Background: an optimization exercise with open tools, aiming at small area, a short achievable clock period and few clock cycles. Do not read the settings as production practice. At most, simulation tests tie the RTL to the original design; equivalence was not proved. The RTL of runs 2 and 3 was laid out without a check of its function. Power is estimated from default activity; no workload was simulated.

## flow/design.v (module list and top-level ports; edited modules follow where they fit)
// module bkosc: 879 lines
module bkosc (
    input  wire        clk,
    input  wire        rst,
    input  wire        cmd_valid,
    output wire        cmd_ready,
    input  wire [31:0] cmd_data,
    output wire        rsp_valid,
    input  wire        rsp_ready,
    output wire [31:0] rsp_data,
    output wire        pls_valid,
    input  wire        pls_ready,
    output wire [2:0]  pls_chan,
    output wire [31:0] pls_time,
    output wire [31:0] pls_delta
);
  // ...
==> flow/flow/run.sh <==
#!/bin/bash
# Standard ORFS layout, with timing repair aimed at a setup margin below the clock
# period (the SDC and its 15 ns clock are unchanged).
set -euo pipefail
bash standard.sh SETUP_SLACK_MARGIN=${FLOW_SETUP_MARGIN:-9} finish > standard_flow.log 2>&1
==> flow/standard.sh <==
#!/bin/bash
# synth_recipe.tcl (not shown) runs the flow's synth.tcl, then flattens the netlist and writes it again
# the make line also repeats each setting of config.mk as NAME=value (left out here)
make -C /OpenROAD-flow-scripts/flow DESIGN_CONFIG=/design/flow/config.mk WORK_HOME=/design/flow/orfs CLKGATE_MAP_FILE= SYNTH_SCRIPT=/design/flow/synth_recipe.tcl "${@:-finish}"
==> flow/config.mk <==
export PLATFORM = sky130hd
export DESIGN_NAME = bkosc
export DESIGN_NICKNAME = bkosc
export VERILOG_FILES = /design/flow/design.v
export SDC_FILE = /design/flow/constraint.sdc
export NUM_CORES = 4
export LEC_CHECK = 0
export ABC_CLOCK_PERIOD_IN_PS = 4000
export CAP_MARGIN = 0
export CORE_MARGIN = 2
export CORE_UTILIZATION = 60
export PLACE_DENSITY = 0.75
export SLEW_MARGIN = 0
==> flow/constraint.sdc <==
create_clock -name core_clock -period 15.0 [get_ports {clk}]
set_input_delay 3.0000 -clock core_clock [delete_from_list [all_inputs] [get_ports {clk}]]
set_output_delay 3.0000 -clock core_clock [all_outputs]
set_load 0.01 [all_outputs]
==> impl_metrics.tcl, run 1 <==
set metrics [dict create \
    grt_max_degree 65 \
    drive_gt1_share_pct 12.04 \
    critPathTopFamily "adder cells" \
    outcome "timing/DRC/antenna clean" \
    ys_seq_area_share_pct 42.95 \
    synth_top_area_cell "edfxtp_1" \
    setup_viol 0 \
    worstPathRequired_ns 15.55 \
    clkTransAtPathRegs_ns 0.07 \
    routedWlPerCell_um 24.25 \
    nNetsFinal 5040 \
    sh_seq_area_pct 37.95 \
    switching_share_pct 33.14 \
    ys_seq_elements 729 \
    maxCapViolCount 0 \
    path_depth 22 \
    syn2layout_area_growth_pct 13.23 \
    holdPathStages 0 \
    worstPathCellList "buf_12 > buf_16 > nand2_1 > fa_1 > inv_1 > fa_1 > inv_1 > fa_2 > fa_1 > inv_1 > ha_1 > nand2_1 > a2111o_1 > a31oi_4 > o31ai_4 > and3_4 > or2_4 > or3_4 > buf_12 > o221a_4 > o221ai_4 > a21oi_2" \
    critPathKind "reg2reg" \
    fin_setup_tns_ns 0 \
    cts_buffer_depth 3 \
    relSlewSlack_pct 19.56 \
    p_total_uw 6882 \
    synth.top_cell.area_share_pct 37.74 \
    intPower_uw 4601 \
    holdBufCountCts 0 \
    regArea_sq_um 20650 \
    final_area_sq_um 54410 \
    pwr-share-clk_pct 29.1 \
    dr.pass1.iters 8 \
    busiest_layer "met2" \
]
Testbench counts, summed over its fixed seeds: cycles 48,118.
==> run 2, diff against run 1 <==
--- a/flow/design.v
+++ b/flow/design.v
@@ -21,17 +21,16 @@
     localparam [2:0] C_ATTR = 3'd6, C_VALUE = 3'd5, C_STATE = 3'd4, C_NCH = 3'd3;
     reg        attached;
     reg [3:0]  nch;
     reg [2:0]  waveform;
     reg [3:0]  duty;
     reg [30:0] period;
     reg [14:0] volume [0:7];
     reg signed [15:0] last [0:7];
-    reg [7:0]  lz;          
     reg [32:0] g_t;         
     reg [4:0]  g_p;         
     reg [14:0] g_l;         
     reg        sl_full;
     reg [1:0]  sl_cnt;
     reg [3:0]  sl_op;
     reg [7:0]  sl_key;
     reg        sl_rsv;
@@ -48,48 +47,50 @@
     reg        g_as;        
     reg [14:0] g_am;
     reg [32:0] end_r;
     reg        is_end;
     reg [32:0] t0;
     reg [4:0]  p0;
     reg [14:0] l0;
     reg [3:0]  k0;
+    reg [35:0] kps, kpc;    
+    reg [35:0] k0p;         
     reg        as0;
     reg [14:0] am0;
     reg        m_v;
     reg [2:0]  m_ch;
     reg [31:0] m_t;
     reg        m_s;
     reg [14:0] m_xh, m_yh;   
     reg        m_c15;        
     reg        m_lonz;       
     reg [14:0] vol_cur;      
     reg        o_v;
     reg [2:0]  o_ch;
     reg [31:0] o_t;
     reg [16:0] o_d;
+    reg        s_v;
+    reg [2:0]  s_ch;
+    reg [31:0] s_t;
+    reg [16:0] s_d;
     reg        r_v;
     reg [31:0] r_d;
-    reg        r_two;
-    reg        r_zero;
-    reg [4:0]  r_key;
     reg        q_v;         
-    reg [2:0]  q_code;
-    reg        q_two;
-    reg        q_zero;
-    reg [4:0]  q_key;
+    reg [31:0] q_d;
     assign rsp_valid = r_v;
     assign rsp_data  = r_d;
     assign pls_valid = o_v;
     assign pls_chan  = o_ch;
     assign pls_time  = o_t;
     assign pls_delta = {{15{o_d[16]}}, o_d};
-    wire stall = (o_v & ~pls_ready) | (r_v & run_rsp);
-    wire exec  = sl_full & (r_st == R_IDLE) & ~run_rsp & ~q_v & ~(r_v & r_two);
+    wire stall = s_v | (r_v & run_rsp);
+    wire o_load = ~o_v | pls_ready;
+    wire e_two = (sl_op == OP_GET_ATTR) || (sl_op == OP_GET_PTR);
+    wire exec  = sl_full & (r_st == R_IDLE) & ~run_rsp & ~q_v & ~(r_v & e_two);
     assign cmd_ready = ~sl_full | exec;
     function [1:0] op_words(input [3:0] o);
         case (o)
             4'h1, 4'h3, 4'h8, 4'hA, 4'hB: op_words = 2'd1;
             4'h5, 4'h6: op_words = 2'd2;
             default: op_words = 2'd0;
         endcase
     endfunction
@@ -152,36 +153,38 @@
             4'd3: l_n = s_seq[17:3];
             4'd4: l_n = s_seq[18:4];
             4'd5: l_n = s_seq[19:5];
             4'd6: l_n = s_seq[20:6];
             4'd7: l_n = s_seq[21:7];
             default: l_n = s_seq[22:8];
         endcase
     end
-    wire [22:0] s_nx;
-    assign s_nx[14:0] = l_n;
-    generate for (gi = 0; gi < 8; gi = gi + 1) begin : g_lnx
-        assign s_nx[15 + gi] = s_nx[gi] ^ s_nx[gi + 1];
-    end endgenerate
-    reg [3:0] nk;
+    reg [3:0] rl [0:8];
+    integer ri;
     always @(*) begin
-        if      (s_nx[1] != s_nx[0]) nk = 4'd1;
-        else if (s_nx[2] != s_nx[0]) nk = 4'd2;
-        else if (s_nx[3] != s_nx[0]) nk = 4'd3;
-        else if (s_nx[4] != s_nx[0]) nk = 4'd4;
-        else if (s_nx[5] != s_nx[0]) nk = 4'd5;
-        else if (s_nx[6] != s_nx[0]) nk = 4'd6;
-        else if (s_nx[7] != s_nx[0]) nk = 4'd7;
-        else                         nk = 4'd8;
+        for (ri = 0; ri <= 8; ri = ri + 1) begin
+            if      (s_seq[ri + 1] != s_seq[ri]) rl[ri] = 4'd1;
+            else if (s_seq[ri + 2] != s_seq[ri]) rl[ri] = 4'd2;
+            else if (s_seq[ri + 3] != s_seq[ri]) rl[ri] = 4'd3;
+            else if (s_seq[ri + 4] != s_seq[ri]) rl[ri] = 4'd4;
+            else if (s_seq[ri + 5] != s_seq[ri]) rl[ri] = 4'd5;
+            else if (s_seq[ri + 6] != s_seq[ri]) rl[ri] = 4'd6;
+            else if (s_seq[ri + 7] != s_seq[ri]) rl[ri] = 4'd7;
+            else                                 rl[ri] = 4'd8;
+        end
     end
+    wire [3:0] nk = (k_eff > 4'd8) ? 4'd8 : rl[k_eff];
+    wire       sq_lo  = (g_p[3:0] < duty);
+    wire [3:0] sq_k   = (k_eff == 4'd0) ? (sq_lo ? (duty - g_p[3:0]) : (4'd0 - g_p[3:0]))
+                                        : (sq_lo ? (4'd0 - duty) : duty);
     reg [3:0] k_n;
     always @(*) begin
         case (waveform)
-            WF_SQUARE:   k_n = (p_n[3:0] < duty) ? (duty - p_n[3:0]) : (4'd0 - p_n[3:0]);
+            WF_SQUARE:   k_n = sq_k;
             WF_TRIANGLE: k_n = (p_n[3:0] == 4'hf) ? 4'd2 : 4'd1;
             WF_NOISE:    k_n = nk;
             default:     k_n = 4'd1;
         endcase
     end
     reg        as_n;
     reg [14:0] am_n;
     wire [3:0] tri_i = p_n[4] ? ~p_n[3:0] : p_n[3:0];
@@ -219,33 +222,34 @@
         case (waveform)
             WF_SQUARE:   begin as_n = ~(p_n[3:0] < duty); am_n = 15'd32767; end
             WF_TRIANGLE: begin as_n = ~tri_i[3];          am_n = tri_m;     end
             WF_NOISE:    begin as_n = ~l_n[0];            am_n = 15'd32767; end
             WF_SAWTOOTH: begin as_n = (p_n[2:0] < 3'd3);  am_n = saw_m;     end
             default:     begin as_n = p_n[4];             am_n = sin_m;     end
         endcase
     end
-    wire [35:0] pp0 = g_k[0] ? {5'd0, period}        : 36'd0;
-    wire [35:0] pp1 = g_k[1] ? {4'd0, period, 1'b0}  : 36'd0;
-    wire [35:0] pp2 = g_k[2] ? {3'd0, period, 2'b0}  : 36'd0;
-    wire [35:0] pp3 = g_k[3] ? {2'd0, period, 3'b0}  : 36'd0;
     wire [35:0] tx  = {3'd0, g_t};
     wire [35:0] ne  = ~{3'd0, (r_st == R_GEN) ? end_r : endv};
-    wire [35:0] a1 = pp0 ^ pp1 ^ pp2;
-    wire [35:0] b1 = {(pp0[34:0] & pp1[34:0]) | (pp0[34:0] & pp2[34:0]) | (pp1[34:0] & pp2[34:0]), 1'b0};
-    wire [35:0] a2 = pp3 ^ tx ^ a1;
-    wire [35:0] b2 = {(pp3[34:0] & tx[34:0]) | (pp3[34:0] & a1[34:0]) | (tx[34:0] & a1[34:0]), 1'b0};
-    wire [35:0] a3 = a2 ^ b2 ^ b1;
-    wire [35:0] b3 = {(a2[34:0] & b2[34:0]) | (a2[34:0] & b1[34:0]) | (b2[34:0] & b1[34:0]), 1'b0};
-    wire [35:0] t_n = a3 + b3;
-    wire [35:0] a4 = a3 ^ b3 ^ ne;
-    wire [35:0] b4 = {(a3[34:0] & b3[34:0]) | (a3[34:0] & ne[34:0]) | (b3[34:0] & ne[34:0]), 1'b1};
-    wire [35:0] d_n = a4 + b4;
+    wire [35:0] a1 = tx ^ kps ^ kpc;
+    wire [35:0] b1 = {(tx[34:0] & kps[34:0]) | (tx[34:0] & kpc[34:0]) | (kps[34:0] & kpc[34:0]), 1'b0};
+    wire [35:0] t_n = a1 + b1;
+    wire [35:0] a2 = a1 ^ b1 ^ ne;
+    wire [35:0] b2 = {(a1[34:0] & b1[34:0]) | (a1[34:0] & ne[34:0]) | (b1[34:0] & ne[34:0]), 1'b1};
+    wire [35:0] d_n = a2 + b2;
     wire        ex_n = d_n[35];
+    wire [3:0]  kn_eff = g_tail ? 4'd1 : k_n;
+    wire [35:0] qq0 = kn_eff[0] ? {5'd0, period}        : 36'd0;
+    wire [35:0] qq1 = kn_eff[1] ? {4'd0, period, 1'b0}  : 36'd0;
+    wire [35:0] qq2 = kn_eff[2] ? {3'd0, period, 2'b0}  : 36'd0;
+    wire [35:0] qq3 = kn_eff[3] ? {2'd0, period, 3'b0}  : 36'd0;
+    wire [35:0] c1a = qq0 ^ qq1 ^ qq2;
+    wire [35:0] c1b = {(qq0[34:0] & qq1[34:0]) | (qq0[34:0] & qq2[34:0]) | (qq1[34:0] & qq2[34:0]), 1'b0};
+    wire [35:0] kns = c1a ^ c1b ^ qq3;
+    wire [35:0] knc = {(c1a[34:0] & c1b[34:0]) | (c1a[34:0] & qq3[34:0]) | (c1b[34:0] & qq3[34:0]), 1'b0};
     wire [14:0] mm_a = g_am;
     wire [14:0] mm_b = vol_cur;
     wire mm_n1 = (mm_a[0] & mm_b[13]) ^ (mm_a[1] & mm_b[12]);
     wire mm_n2 = (mm_a[0] & mm_b[13]) & (mm_a[1] & mm_b[12]);
     wire mm_n3 = (mm_a[0] & mm_b[14]) ^ (mm_a[1] & mm_b[13]) ^ (mm_a[2] & mm_b[12]);
     wire mm_n4 = ((mm_a[0] & mm_b[14]) & (mm_a[1] & mm_b[13])) | ((mm_a[0] & mm_b[14]) & (mm_a[2] & mm_b[12])) | ((mm_a[1] & mm_b[13]) & (mm_a[2] & mm_b[12]));
     wire mm_n5 = (mm_a[3] & mm_b[11]) ^ (mm_a[4] & mm_b[10]);
     wire mm_n6 = (mm_a[3] & mm_b[11]) & (mm_a[4] & mm_b[10]);
@@ -607,30 +611,29 @@
     wire mm_n362 = (mm_n310 & mm_n311) | (mm_n310 & (mm_a[14] & mm_b[12])) | (mm_n311 & (mm_a[14] & mm_b[12]));
     wire mm_n363 = mm_n312 ^ (mm_a[13] & mm_b[14]) ^ (mm_a[14] & mm_b[13]);
     wire mm_n364 = (mm_n312 & (mm_a[13] & mm_b[14])) | (mm_n312 & (mm_a[14] & mm_b[13])) | ((mm_a[13] & mm_b[14]) & (mm_a[14] & mm_b[13]));
     wire [29:0] mm_x = {1'b0, mm_n364, mm_n362, mm_n360, mm_n358, mm_n356, mm_n354, mm_n352, mm_n350, mm_n348, mm_n346, mm_n344, mm_n342, mm_n340, mm_n338, mm_n336, mm_n334, mm_n332, mm_n330, mm_n328, mm_n326, mm_n324, mm_n322, mm_n320, mm_n318, mm_n316, mm_n314, mm_n313, (mm_a[0] & mm_b[1]), (mm_a[0] & mm_b[0])};
     wire [29:0] mm_y = {1'b0, (mm_a[14] & mm_b[14]), mm_n363, mm_n361, mm_n359, mm_n357, mm_n355, mm_n353, mm_n351, mm_n349, mm_n347, mm_n345, mm_n343, mm_n341, mm_n339, mm_n337, mm_n335, mm_n333, mm_n331, mm_n329, mm_n327, mm_n325, mm_n323, mm_n321, mm_n319, mm_n317, mm_n315, (mm_a[2] & mm_b[0]), (mm_a[1] & mm_b[0]), 1'b0};
     wire [15:0] prod_lo = {1'b0, mm_x[14:0]} + {1'b0, mm_y[14:0]};
     wire [14:0] m_hi    = m_xh + m_yh + {14'd0, m_c15};
     wire [15:0] m_level = m_s ? (~{1'b0, m_hi} + {15'd0, ~m_lonz}) : {1'b0, m_hi};
-    wire [15:0] m_last  = lz[m_ch] ? 16'd0 : last[m_ch];
-    wire [16:0] m_delta = {m_level[15], m_level} - {m_last[15], m_last};
+    wire [16:0] m_delta = {m_level[15], m_level} - {last[m_ch][15], last[m_ch]};
     reg [31:0] get_val;
     always @(*) begin
-        case (r_key)
+        case ({key[4], key[3:0]})
             5'h01: get_val = {29'd0, waveform};
             5'h02: get_val = {28'd0, duty};
             5'h03: get_val = {1'b0, period};
             5'h04: get_val = {27'd0, g_p};
             5'h05: get_val = {26'd0, pc};
             5'h06: get_val = {17'd0, volume[0]};
             5'h07: get_val = {31'd0, attached};
             5'h08: get_val = {28'd0, nch};
-            default: get_val = {17'd0, volume[r_key[2:0]]};
+            default: get_val = {17'd0, volume[key[2:0]]};
         endcase
     end
     wire [12:0] adj_hi = (r_st == R_IDLE) ? {sl_w2b0, sl_w1[31:20]} : end_r[32:20];
     wire [12:0] t_adj  = g_t[32:20] - adj_hi;
     wire fin_eff = (r_st == R_GEN) ? g_final : (nch == 4'd1);
     reg [2:0] e_code;
     reg       e_resp;
     always @(*) begin
@@ -647,47 +650,50 @@
                     if (attached && time_ok && has_steps) e_resp = 1'b0;
                 end
                 OP_RESET: e_code = 3'd0;
                 OP_ATTACH: e_code = attached ? C_STATE : (val < 1 || val > 8) ? C_NCH : 3'd0;
                 default: e_code = attached ? 3'd0 : C_STATE;
             endcase
         end
     end
-    wire       e_two  = (op == OP_GET_ATTR) || (op == OP_GET_PTR);
     wire       e_zero = hdr_bad || (op != OP_GET_ATTR) || !get_key_ok;
     wire [31:0] e_word = {{29{e_code != 3'd0}}, e_code};
-    wire [31:0] q_word = {{29{q_code != 3'd0}}, q_code};
-    wire       head_free = ~r_v | (rsp_ready & ~r_two);
+    wire        take   = r_v & rsp_ready;
+    wire        run_w  = run_rsp & no_more & ~m_v & ~s_v & o_load;
+    wire        w_one  = (exec & e_resp) | run_w;
+    wire        w_two  = exec & e_two;
+    wire [31:0] w1_d   = exec ? e_word : 32'd0;
+    wire [31:0] w2_d   = e_zero ? 32'd0 : get_val;
     wire no_more = (r_st != R_GEN) | (g_final & g_tail);
     integer i;
     always @(posedge clk) begin
         if (rst) begin
             sl_full  <= 1'b0;
             sl_cnt   <= 2'd0;
             r_st     <= R_IDLE;
             run_rsp  <= 1'b0;
             g_tail   <= 1'b0;
-            lz       <= 8'hff;
             g_ch     <= 3'd0;
             m_v      <= 1'b0;
             o_v      <= 1'b0;
+            s_v      <= 1'b0;
             r_v      <= 1'b0;
-            r_two    <= 1'b0;
             q_v      <= 1'b0;
             attached <= 1'b0;
             nch      <= 4'd0;
             waveform <= WF_SQUARE;
             duty     <= 4'd4;
             period   <= 31'h100000;
             g_t      <= 33'd0;
             g_p      <= 5'd0;
             g_l      <= 15'h0001;
             for (i = 0; i < 8; i = i + 1) begin
                 volume[i] <= 15'd0;
+                last[i]   <= 16'sd0;
             end
         end else begin
             if (exec) sl_full <= 1'b0;
             if (cmd_valid && (~sl_full | exec)) begin
                 case (sl_cnt)
                     2'd0: begin
                         sl_op  <= cmd_data[31:28];
                         sl_key <= cmd_data[27:20];
@@ -705,116 +711,117 @@
                     default: begin
                         sl_w2b0 <= cmd_data[0];
                         sl_w2hi <= (cmd_data[31:1] != 31'd0);
                         sl_cnt  <= 2'd0;
                         sl_full <= 1'b1;
                     end
                 endcase
             end
-            if (r_v && rsp_ready && r_two) begin
-                r_two <= 1'b0;
-                r_d   <= r_zero ? 32'd0 : get_val;
-            end else if (head_free) begin
-                if (q_v) begin
-                    q_v    <= 1'b0;
-                    r_v    <= 1'b1;
-                    r_d    <= q_word;
-                    r_two  <= q_two;
-                    r_zero <= q_zero;
-                    r_key  <= q_key;
-                end else if (exec && e_resp) begin
-                    r_v    <= 1'b1;
-                    r_d    <= e_word;
-                    r_two  <= e_two;
-                    r_zero <= e_zero;
-                    r_key  <= {key[4], key[3:0]};
-                end else if (run_rsp && no_more && !m_v && (!o_v || pls_ready)) begin
-                    run_rsp <= 1'b0;
-                    r_v     <= 1'b1;
-                    r_d     <= 32'd0;
-                    r_two   <= 1'b0;
-                end else
-                    r_v <= 1'b0;
-            end else if (exec && e_resp) begin
-                q_v    <= 1'b1;
-                q_code <= e_code;
-                q_two  <= e_two;
-                q_zero <= e_zero;
-                q_key  <= {key[4], key[3:0]};
+            if (!r_v) begin
+                r_v <= w_one;
+                r_d <= w1_d;
+                q_v <= w_two;
+                q_d <= w2_d;
+            end else if (!q_v) begin
+                if (take) begin
+                    r_v <= w_one;
+                    r_d <= w1_d;
+                end else begin
+                    q_v <= w_one;
+                    q_d <= w1_d;
+                end
+            end else if (take) begin
+                r_d <= q_d;
+                q_v <= 1'b0;
             end
-            if (!stall) begin
-                o_v  <= m_v && (m_delta != 17'd0);
-                o_ch <= m_ch;
-                o_t  <= m_t;
-                o_d  <= m_delta;
-                if (m_v) begin
-                    last[m_ch] <= m_level;
-                    lz[m_ch]   <= 1'b0;
+            if (run_w) run_rsp <= 1'b0;
+            if (o_load) begin
+                if (s_v) begin
+                    o_v  <= 1'b1;
+                    o_ch <= s_ch;
+                    o_t  <= s_t;
+                    o_d  <= s_d;
+                end else begin
+                    o_v  <= m_v && !stall && (m_delta != 17'd0);
+                    o_ch <= m_ch;
+                    o_t  <= m_t;
+                    o_d  <= m_delta;
                 end
+            end
+            if (s_v) begin
+                if (o_load) s_v <= 1'b0;
+            end else begin
+                s_v  <= m_v && !stall && (m_delta != 17'd0) && !o_load;
+                s_ch <= m_ch;
+                s_t  <= m_t;
+                s_d  <= m_delta;
+            end
+            if (!stall) begin
+                if (m_v) last[m_ch] <= m_level;
                 m_v    <= gen_step && !g_tail;
                 m_ch   <= g_ch;
                 m_t    <= g_t[31:0];
                 m_s    <= g_as;
                 m_xh   <= mm_x[29:15];
                 m_yh   <= mm_y[29:15];
                 m_c15  <= prod_lo[15];
                 m_lonz <= (prod_lo[14:0] != 15'd0);
             end
             if (r_st != R_GEN) begin
                 g_k  <= k_n;
+                kps  <= kns;
+                kpc  <= knc;
                 g_as <= as_n;
                 g_am <= am_n;
             end
             if (r_st != R_GEN) vol_cur <= volume[0];
-            if (r_st == R_IDLE) begin
-                is_end <= (op == OP_END);
-                end_r  <= endv;
-                t0     <= g_t;
-                p0     <= g_p;
-                l0     <= g_l;
-                k0     <= g_k;
-                as0    <= g_as;
-                am0    <= g_am;
-            end
             if (gen_step && !ex_n && !fin_eff) vol_cur <= volume[g_ch + 3'd1];
             if (gen_step) begin
                 if (ex_n) begin
                     g_t  <= t_n[32:0];
                     g_p  <= p_n;
                     g_l  <= l_n;
-                    g_k  <= g_tail ? 4'd1 : k_n;
+                    g_k  <= kn_eff;
+                    kps  <= kns;
+                    kpc  <= knc;
                     g_as <= as_n;
                     g_am <= am_n;
                 end else if (!fin_eff) begin
                     g_ch    <= g_ch + 3'd1;
                     g_final <= ({1'b0, g_ch} + 4'd2 == nch);
                     g_tail  <= 1'b0;
                     if (r_st == R_GEN) begin
                         g_t  <= t0;
                         g_p  <= p0;
                         g_l  <= l0;
                         g_k  <= k0;
+                        kps  <= k0p;
+                        kpc  <= 36'd0;
                         g_as <= as0;
                         g_am <= am0;
                     end else begin
                         g_k  <= g_k;
+                        kps  <= kps;
+                        kpc  <= kpc;
                         g_as <= g_as;
                         g_am <= g_am;
                     end
                 end else if (g_k == 4'd1) begin
                     g_t  <= t_n[32:0];
                     g_p  <= p_n;
                     g_l  <= l_n;
                     g_ch   <= 3'd0;
                     g_tail <= 1'b0;
                     r_st   <= R_FIN;
                 end else begin
                     g_tail <= 1'b1;
                     g_k    <= 4'd1;
+                    kps    <= {5'd0, period};
+                    kpc    <= 36'd0;
                 end
             end
             if (r_st == R_FIN) begin
                 r_st <= R_IDLE;
                 if (is_end) g_t[32:20] <= t_adj;
             end
             if (exec && !hdr_bad) begin
                 case (op)
@@ -834,46 +841,55 @@
                         end
                     end
                     OP_RUN, OP_END: begin
                         if (attached && time_ok) begin
                             if (has_steps) begin
                                 run_rsp <= 1'b1;
                                 if (!(ex_n == 1'b0 && nch == 4'd1 && g_k == 4'd1))
                                     r_st <= R_GEN;
+                                is_end  <= (op == OP_END);
+                                end_r   <= endv;
                                 if (!(ex_n == 1'b0 && nch != 4'd1))
                                     g_final <= (nch == 4'd1);
+                                t0      <= g_t;
+                                p0      <= g_p;
+                                l0      <= g_l;
+                                k0      <= g_k;
+                                k0p     <= kps + kpc;
+                                as0     <= g_as;
+                                am0     <= g_am;
                             end else if (op == OP_END)
                                 g_t[32:20] <= t_adj;
                         end
                     end
                     OP_RESET: begin
                         g_t <= 33'd0;
                         g_p <= 5'd0;
                         g_l <= 15'h0001;
-                        lz <= 8'hff;
+                        for (i = 0; i < 8; i = i + 1) last[i] <= 16'sd0;
                     end
                     OP_ATTACH: begin
                         if (!attached && val >= 1 && val <= 8) begin
                             attached <= 1'b1;
                             nch      <= val[3:0];
                             g_t <= 33'd0;
                             g_p <= 5'd0;
                             g_l <= 15'h0001;
-                            lz <= 8'hff;
+                            for (i = 0; i < 8; i = i + 1) last[i] <= 16'sd0;
                         end
                     end
                     OP_DETACH: begin
                         if (attached) begin
                             attached <= 1'b0;
                             nch      <= 4'd0;
                             g_t <= 33'd0;
                             g_p <= 5'd0;
                             g_l <= 15'h0001;
-                            lz <= 8'hff;
+                            for (i = 0; i < 8; i = i + 1) last[i] <= 16'sd0;
                         end
                     end
                     default: ;
                 endcase
             end
         end
     end
 endmodule
==> flow/flow/run.sh (replaced) <==
#!/bin/bash
# Standard ORFS layout, with timing repair aimed at a setup margin below the clock
# period (the SDC and its 15 ns clock are unchanged).
set -euo pipefail
bash standard.sh SETUP_SLACK_MARGIN=${FLOW_SETUP_MARGIN:-10} finish > standard_flow.log 2>&1
==> flow/config.mk (replaced) <==
export PLATFORM = sky130hd
export DESIGN_NAME = bkosc
export DESIGN_NICKNAME = bkosc
export VERILOG_FILES = /design/flow/design.v
export SDC_FILE = /design/flow/constraint.sdc
export NUM_CORES = 4
export LEC_CHECK = 0
export ABC_CLOCK_PERIOD_IN_PS = 4000
export CAP_MARGIN = 20
export CORE_MARGIN = 2
export CORE_UTILIZATION = 40
export PLACE_DENSITY = 0.6
export SLEW_MARGIN = 20
==> impl_metrics.tcl, run 2 <==
set metrics [dict create \
    core.rowCount 141 \
    dp.cells 7518 \
    largest_register_ffs 128 \
    drive_gt1_share_pct 15.94 \
    grt_pass1_wl_um 293500 \
    nNetsFinal 6469 \
    fill_cells 13430 \
    r2r_cells 27 \
    routedWlPerCell_um 24.94 \
    synth_common_cells "edfxtp_1 (732), nor2_1 (558), inv_1 (496), nand2_1 (410), a21oi_1 (311)" \
    gp_congestion 0.9593 \
    endpoint_kind "flip-flop" \
    crit_arrival_ns 6.28 \
    cts.htree.levels 3 \
    critPathKind "reg2reg" \
    maxCapViolCount 0 \
    grt_usage_pct 25.43 \
    ir_drop_mv 0.1392 \
    worstPathRequired_ns 15.44 \
    grt_pass1_vias 45560 \
    ant_nets 0 \
    synth.avg_cell_area_sq_um 10.46 \
    crit_end "kps[6]$_DFFE_PP_" \
    synth.top_cell.area_share_pct 37.13 \
    synth_top_area_cell "edfxtp_1" \
    tightestPinTransition_ns 1.218 \
    rsz0062_at_grt "true" \
    core_area_sq_um 147300 \
    slew_violations 0 \
    fin_skew_ns 0.06663 \
    synth_top_cells_by_area "edfxtp_1 (37%), fa_1 (10%), dfxtp_1 (5.6%)" \
    grt_max_degree 64 \
    dr.pass1.iters 8 \
    outcome "timing/DRC/antenna clean" \
    io_buffers 138 \
    fin_setup_tns_ns 0 \
    ys_seq_elements 897 \
    cp_slowest_cell "fa_2" \
    power.leakage_uw 0.02760 \
    routed_via_density 5.933 \
    antenna_found_initial 10 \
    die_h_um 388.7 \
    final_cells 7908 \
    clkTransAtPathRegs_ns 0.06 \
    dpl.hpwl_um 134000 \
    vias 46920 \
    most-common-layout-cells "edfxtp_1 (732), nor2_1 (548), inv_1 (490)" \
    rr_startpoint "sl_op[1]$_DFFE_PP_" \
    initial_core_util_pct 40.19 \
    dominantRegCellSynth "edfxtp_1" \
    setup_viol 0 \
    holdBufCountCts 0 \
    hold_path_class "reg2reg" \
    synth_cell_types 99 \
    synth.most_common_cell "edfxtp_1" \
    top_register "last" \
    syn-num-nets 6242 \
    syn2layout_area_growth_pct 17.45 \
    critPathBufInv 4 \
    ys_seq_area_share_pct 42.71 \
    critPathMaxStageDelay_ns 0.53 \
    drt_iter0_drc 5415 \
    cts_root_buf "clkbuf_16" \
    max_freq_mhz 171.0 \
    cts_tree "yes" \
    path_depth 27 \
    dieArea_sq_um 151100 \
    async_flop_share_pct 0 \
    start_kind "flip-flop" \
    drc 0 \
    critPathTopFamily "compound AO/OA/AOI/OAI gates" \
    reg2reg_to "kps[6]$_DFFE_PP_" \
    period_minus_slack_ns 5.847 \
    hold_viol 0 \
    num_io_pins 139 \
    holdPathStages 2 \
    finalCritPeriodShare_pct 38.98 \
    largestRegisters "last: 128 flops, volume: 120 flops" \
    r2r_setup_slack_ns 9.15 \
    cts_buffers 99 \
    routed_wl_um 197200 \
    critPathLaunch "sl_op[1]$_DFFE_PP_" \
    power.density_nw_per_um2 130.3 \
    grt-ovfl-total 0 \
    clock_sinks 897 \
    ys_warn_count 2 \
    relSlewSlack_pct 18.82 \
    cp_common_cell "buf_6" \
    synth_area_sq_um 59200 \
    synth_cells 5660 \
    cts_buffer_depth 3 \
    final_common_cell "edfxtp_1" \
    clk-insertion-delay-late_ns 0.75 \
    die_x_um 388.7 \
    synth_edf_count 732 \
    crit_path_max_fanout 8 \
]
## run 2: changes by cell type after synthesis, sizes merged, moves of 34 or more
cell | previous run | this run
dfxtp | 125 | 165
o21ai | 196 | 310
and2 | 223 | 310
nand2 | 362 | 410
a21oi | 222 | 312
o211ai | 16 | 56
edfxtp | 604 | 732
clkbuf | 173 | 266
ha | 209 | 243
a31oi | 15 | 63
nor2 | 338 | 560
inv | 450 | 497
## run 2: cell families (layout without fill, tap and decap cells)
group / Yosys count / count (layout) / share of synthesized area [%]
simple gates: 1709 / 1713 / 13.83
compound gates: 1286 / 1286 / 14.21
flops: 897 / 897 / 42.71
buf+inv: 829 / 1138 / 5.425
fa+ha+maj: 545 / 545 / 15.35
mux: 248 / 248 / 6.313
xor+xnor: 146 / 146 / 2.160
other cells: 0 / 5 / 0
## run 2: cell type report
| type | instances | area [sq um] | share of cell area [%] |
|---|---|---|---|
| Inverter | 500 | 1889 | 2.717 |
| Sequential cell | 897 | 25310 | 36.41 |
| Multi-Input combinational cell | 3938 | 32210 | 46.32 |
| Clock inverter | 44 | 544.3 | 0.7828 |
| Tap cell | 1930 | 2415 | 3.473 |
| Timing Repair Buffer | 451 | 4243 | 6.102 |
| Clock buffer | 143 | 2903 | 4.175 |
| Antenna cell | 5 | 12.51 | 0.01800 |
## run 2: what timing repair did
item,in CTS,in global routing
resized for setup,186,122
setup buffers,137,48
gates cloned,8,4
pin swaps,110,95
setup endpoints to repair,545,357
## run 2: metrics by stage
| step | cell area, sq um | hold slack (ns) | util (%) | power, uW | setup WS (ns) |
|---|---|---|---|---|---|
| 6_report | 69530 | 0.4677 | 47.20 | 9061 | 9.153 |
| 5_1_grt | 69510 | 0.4849 | 47.19 | 9520 | 9.059 |
| 3_5_place_dp | 63040 | 0.4571 | 42.80 | 5976 | 8.239 |
| 3_3_place_gp | 63020 | 0.4496 | 42.78 | 5920 | 8.420 |
| 4_1_cts | 68560 | 0.4706 | 46.54 | 8866 | 9.372 |
| 2_1_floorplan | 59700 | 0.4064 | - | 5022 | 9.396 |
## run 2: how the worst min path moves through the flow
stage | startpoint | end | slack, ns
floorplan | g_l[0]$_SDFF_PP1_ | l0[0]$_DFFE_PP_ | 0.41
global placement | last[7][10]$_SDFFE_PP0P_ | last[7][10]$_SDFFE_PP0P_ | 0.45
detailed placement | last[7][10]$_SDFFE_PP0P_ | last[7][10]$_SDFFE_PP0P_ | 0.46
CTS | last[7][10]$_SDFFE_PP0P_ | last[7][10]$_SDFFE_PP0P_ | 0.47
global route | last[6][14]$_SDFFE_PP0P_ | last[6][14]$_SDFFE_PP0P_ | 0.48
finish | last[7][10]$_SDFFE_PP0P_ | last[7][10]$_SDFFE_PP0P_ | 0.47
## run 2: routing by layer
layer,GRT usage (%),up-vias,wire (um)
met4,8.638,12,7361
met3,4.993,433,19280
met2,38.75,2442,86710
met1,36.17,23310,83780
met5,0,-,78
li1,-,20730,-
## run 2: power by group
| group | internal, uW | switching (uW) |
|---|---|---|
| Clock | 1490 | 1080 |
| Combinational | 1450 | 1990 |
| Sequential | 2980 | 74.6 |
## run 2: worst register-to-register path, delay by kind of cell (launching register included)
family	cells	cell delay, ns
adder cells (fa/ha/maj)	4	1.25
buffers and inverters	4	0.62
AO/OA/AOI/OAI	8	1.33
AND/OR/NAND/NOR	8	1.25
XOR/XNOR	2	0.36
flip-flops	1	0.50
multiplexers	1	0.23
==> run 3, diff against run 2 <==
==> flow/flow/run.sh (replaced) <==
#!/bin/bash
# Standard ORFS layout, with timing repair aimed at a setup margin below the clock
# period (the SDC and its 15 ns clock are unchanged).
set -euo pipefail
bash standard.sh SETUP_SLACK_MARGIN=${FLOW_SETUP_MARGIN:-9} finish > standard_flow.log 2>&1
==> impl_metrics.tcl, run 3 <==
set metrics [dict create \
    outcome "timing/DRC/antenna clean" \
    io_buffers 138 \
    worst_hold_slack_ns 0.4572 \
    max_freq_mhz 167.9 \
    holdBufCountCts 0 \
    synth_cell_types 99 \
    grt-ovfl-total 0 \
    rr_startpoint "sl_op[1]$_DFFE_PP_" \
    ys_seq_area_share_pct 42.71 \
    worstPathRequired_ns 12.00 \
    clkTransAtPathRegs_ns 0.06 \
    drive_gt1_share_pct 10.35 \
    nNetsFinal 6304 \
    grt_usage_pct 24.24 \
    maxCapViolCount 0 \
    syn-num-nets 6242 \
    hold_viol 0 \
    utilization_pct 45.28 \
    core_area_sq_um 147300 \
    die_h_um 388.7 \
    grt_pass1_wl_um 281700 \
    finalCritPeriodShare_pct 39.70 \
    die_x_um 388.7 \
    synth_top_cells_by_area "edfxtp_1 (37%), fa_1 (10%), dfxtp_1 (5.6%)" \
    synth_edf_count 732 \
    cts_buffers 97 \
    power.leakage_uw 0.02652 \
    synth.top_cell.area_share_pct 37.13 \
    final_common_cell "edfxtp_1" \
    synth_top_area_cell "edfxtp_1" \
    synth_cells 5660 \
    setup_viol 0 \
    r2r_cells 27 \
    ir_drop_mv 0.1442 \
    reg2reg_to "kps[20]$_DFFE_PP_" \
    async_flop_share_pct 0 \
    most-common-layout-cells "edfxtp_1 (732), nor2_1 (551), inv_1 (496)" \
    grt_max_degree 114 \
    holdPathStages 0 \
    cp_slowest_cell "clkdlybuf4s50_1" \
    ys_warn_count 2 \
    drt_iter0_drc 4953 \
    synth_common_cells "edfxtp_1 (732), nor2_1 (558), inv_1 (496), nand2_1 (410), a21oi_1 (311)" \
    start_kind "flip-flop" \
    seq_power_share_pct 36.1 \
    ant_nets 0 \
    clock_sinks 897 \
    pwr-share-clk_pct 29.4 \
    num_io_pins 139 \
    r2r_setup_slack_ns 9.20 \
    cts.htree.levels 3 \
    switching_share_pct 34.49 \
    crit_path_max_fanout 5 \
    vias 45540 \
    clk-insertion-delay-late_ns 0.74 \
    critPathKind "reg2out" \
    placed_area_sq_um 62710 \
    antenna_found_initial 14 \
    ys_seq_elements 897 \
    largest_register_ffs 128 \
    worstPathCellList "xnor2_2 > nor4_4 > nand2b_1 > nand2_1 > clkdlybuf4s50_1" \
    path_depth 5 \
    endpoint_kind "primary output" \
    routed_wl_um 186400 \
    critPathTopFamily "simple AND/OR/NAND/NOR gates" \
    comb_power_share_pct 34.5 \
    tightestPinTransition_ns 1.224 \
    cts_tree "yes" \
    drc 0 \
    hold_path_class "reg2reg" \
    synth.avg_cell_area_sq_um 10.46 \
    top_register "last" \
    dominantRegCellSynth "edfxtp_1" \
    critPathLaunch "sl_op[1]$_DFFE_PP_" \
    rsz0062_at_grt "true" \
    fin_setup_tns_ns 0 \
    routed_via_density 5.884 \
    synth_area_sq_um 59200 \
    core.rowCount 141 \
    crit_end "cmd_ready" \
    cts_buffer_depth 3 \
    gp_congestion 0.9094 \
    power.density_nw_per_um2 127.3 \
    cts_root_buf "clkbuf_16" \
    relSlewSlack_pct 18.38 \
    dpl.hpwl_um 132700 \
    power.switching_uw 2928 \
    intPower_uw 5561 \
    final_area_sq_um 66700 \
    routedWlPerCell_um 24.08 \
    critPathBufInv 1 \
    critPathMaxStageDelay_ns 0.61 \
    grt_pass1_vias 44340 \
    fill_cells 13680 \
    crit_arrival_ns 2.96 \
    initial_core_util_pct 40.19 \
    slew_violations 0 \
    fin_skew_ns 0.05860 \
    period_minus_slack_ns 5.956 \
    largestRegisters "last: 128 flops, volume: 120 flops" \
    dr.pass1.iters 6 \
    synth.most_common_cell "edfxtp_1" \
    syn2layout_area_growth_pct 12.67 \
    dieArea_sq_um 151100 \
]
run 3: cell counts after synthesis:
No cell type changed its count.
run 3: metrics by stage:
| stage | setup slack, ns | power (uW) | instances |
|---|---|---|---|
| 3_3_place_gp | 8.238 | 5939 | 7506 |
| 2_1_floorplan | 9.012 | 5011 | 5660 |
| 4_1_cts | 9.034 | 8495 | 7693 |
| 5_1_grt | 8.861 | 8991 | 7737 |
| 6_report | 9.044 | 8489 | 7739 |
| 3_5_place_dp | 8.191 | 5989 | 7506 |
run 3: metal layers:
| layer | wire length, um | global-route usage [%] | part of all wire [%] |
|---|---|---|---|
| met5 | 118 | 0 | 0.063 |
| met1 | 81550 | 35.10 | 44 |
| met3 | 16550 | 4.093 | 8.9 |
| met4 | 5332 | 6.643 | 2.9 |
| met2 | 82830 | 37.43 | 44 |
run 3: kinds of logic after synthesis:
family	Yosys count	share of synthesized area (%)
xor+xnor	146	2.160
simple gates	1709	13.83
flops	897	42.71
mux	248	6.313
buf+inv	829	5.425
fa+ha+maj	545	15.35
compound gates	1286	14.21
run 3: worst register-to-register path, delay by kind of cell (launching register included):
family | cells | cell delay [ns]
and+or+nand+nor | 8 | 1.30
AOI/OAI and AO/OA | 8 | 1.22
adders and majority gates | 4 | 1.41
muxes | 1 | 0.21
buffers and inverters | 4 | 0.60
DFF | 1 | 0.43
xor gates and xnor gates | 2 | 0.34
run 3: power by group through the flow:
stage          logic, uW  clock network [uW]  registers (uW)
2_1_floorplan       1920                   0            3090
3_3_place_gp        2830                   0            3110
3_5_place_dp        2870                   0            3110
4_1_cts             2900                2540            3060
5_1_grt             3280                2630            3080
6_report            2930                2500            3060
run 3: cell type report:
| type | instances | area [sq um] | area share [%] |
|---|---|---|---|
| multi-input combinational | 3935 | 31200 | 46.78 |
| sequential | 897 | 25290 | 37.92 |
| clock buffer | 129 | 2719 | 4.076 |
| timing repair buffer | 291 | 2615 | 3.920 |
| tap | 1930 | 2415 | 3.620 |
| inverter | 500 | 1883 | 2.823 |
| clock inverter | 54 | 568.0 | 0.8516 |
| antenna | 3 | 7.507 | 0.01125 |
run 3: worst min-delay path by stage:
stage	startpoint	endpoint
4_1_cts	g_l[4]$_SDFF_PP0_	l0[4]$_DFFE_PP_
2_1_floorplan	g_l[0]$_SDFF_PP1_	l0[0]$_DFFE_PP_
6_report	g_l[4]$_SDFF_PP0_	l0[4]$_DFFE_PP_
3_5_place_dp	g_l[4]$_SDFF_PP0_	l0[4]$_DFFE_PP_
3_3_place_gp	g_l[4]$_SDFF_PP0_	l0[4]$_DFFE_PP_
5_1_grt	g_l[4]$_SDFF_PP0_	l0[4]$_DFFE_PP_
run 3: timing repair:
action,in CTS,in global routing
cloned,0,2
buffers inserted,4,39
pin swaps,0,32
resized for setup,17,55
setup endpoints to repair,130,155

## separate check: timing with driven ports
Ports are ideal in the flow. The routed layouts listed here were re-timed in OpenROAD.
Step 1, drivers: a clkbuf_16 drives clk and a buf_2 each remaining input, both assumed.
Step 2 also shifts input and output timing later by t, the mid clock arrival at the registers, as if the neighbouring blocks saw the same clock.
a / b / c = ideal ports / drivers / drivers and shift; a / b = the first two.
run | t (ns) | slack for setup (ns) | cell pins on the clock port's net
run 1 | 0.712 | 8.953 / 8.953 / 8.404 | 1
run 2 | 0.797 | 9.153 / 9.153 / 9.153 | 1
run 3 | 0.778 | 9.044 / 8.974 / 8.504 | 1
After both steps every run listed still meets setup and hold. The setup slack of run 1, which loses most, moves by 0.000 ns with the drivers and by -0.549 ns with both steps.
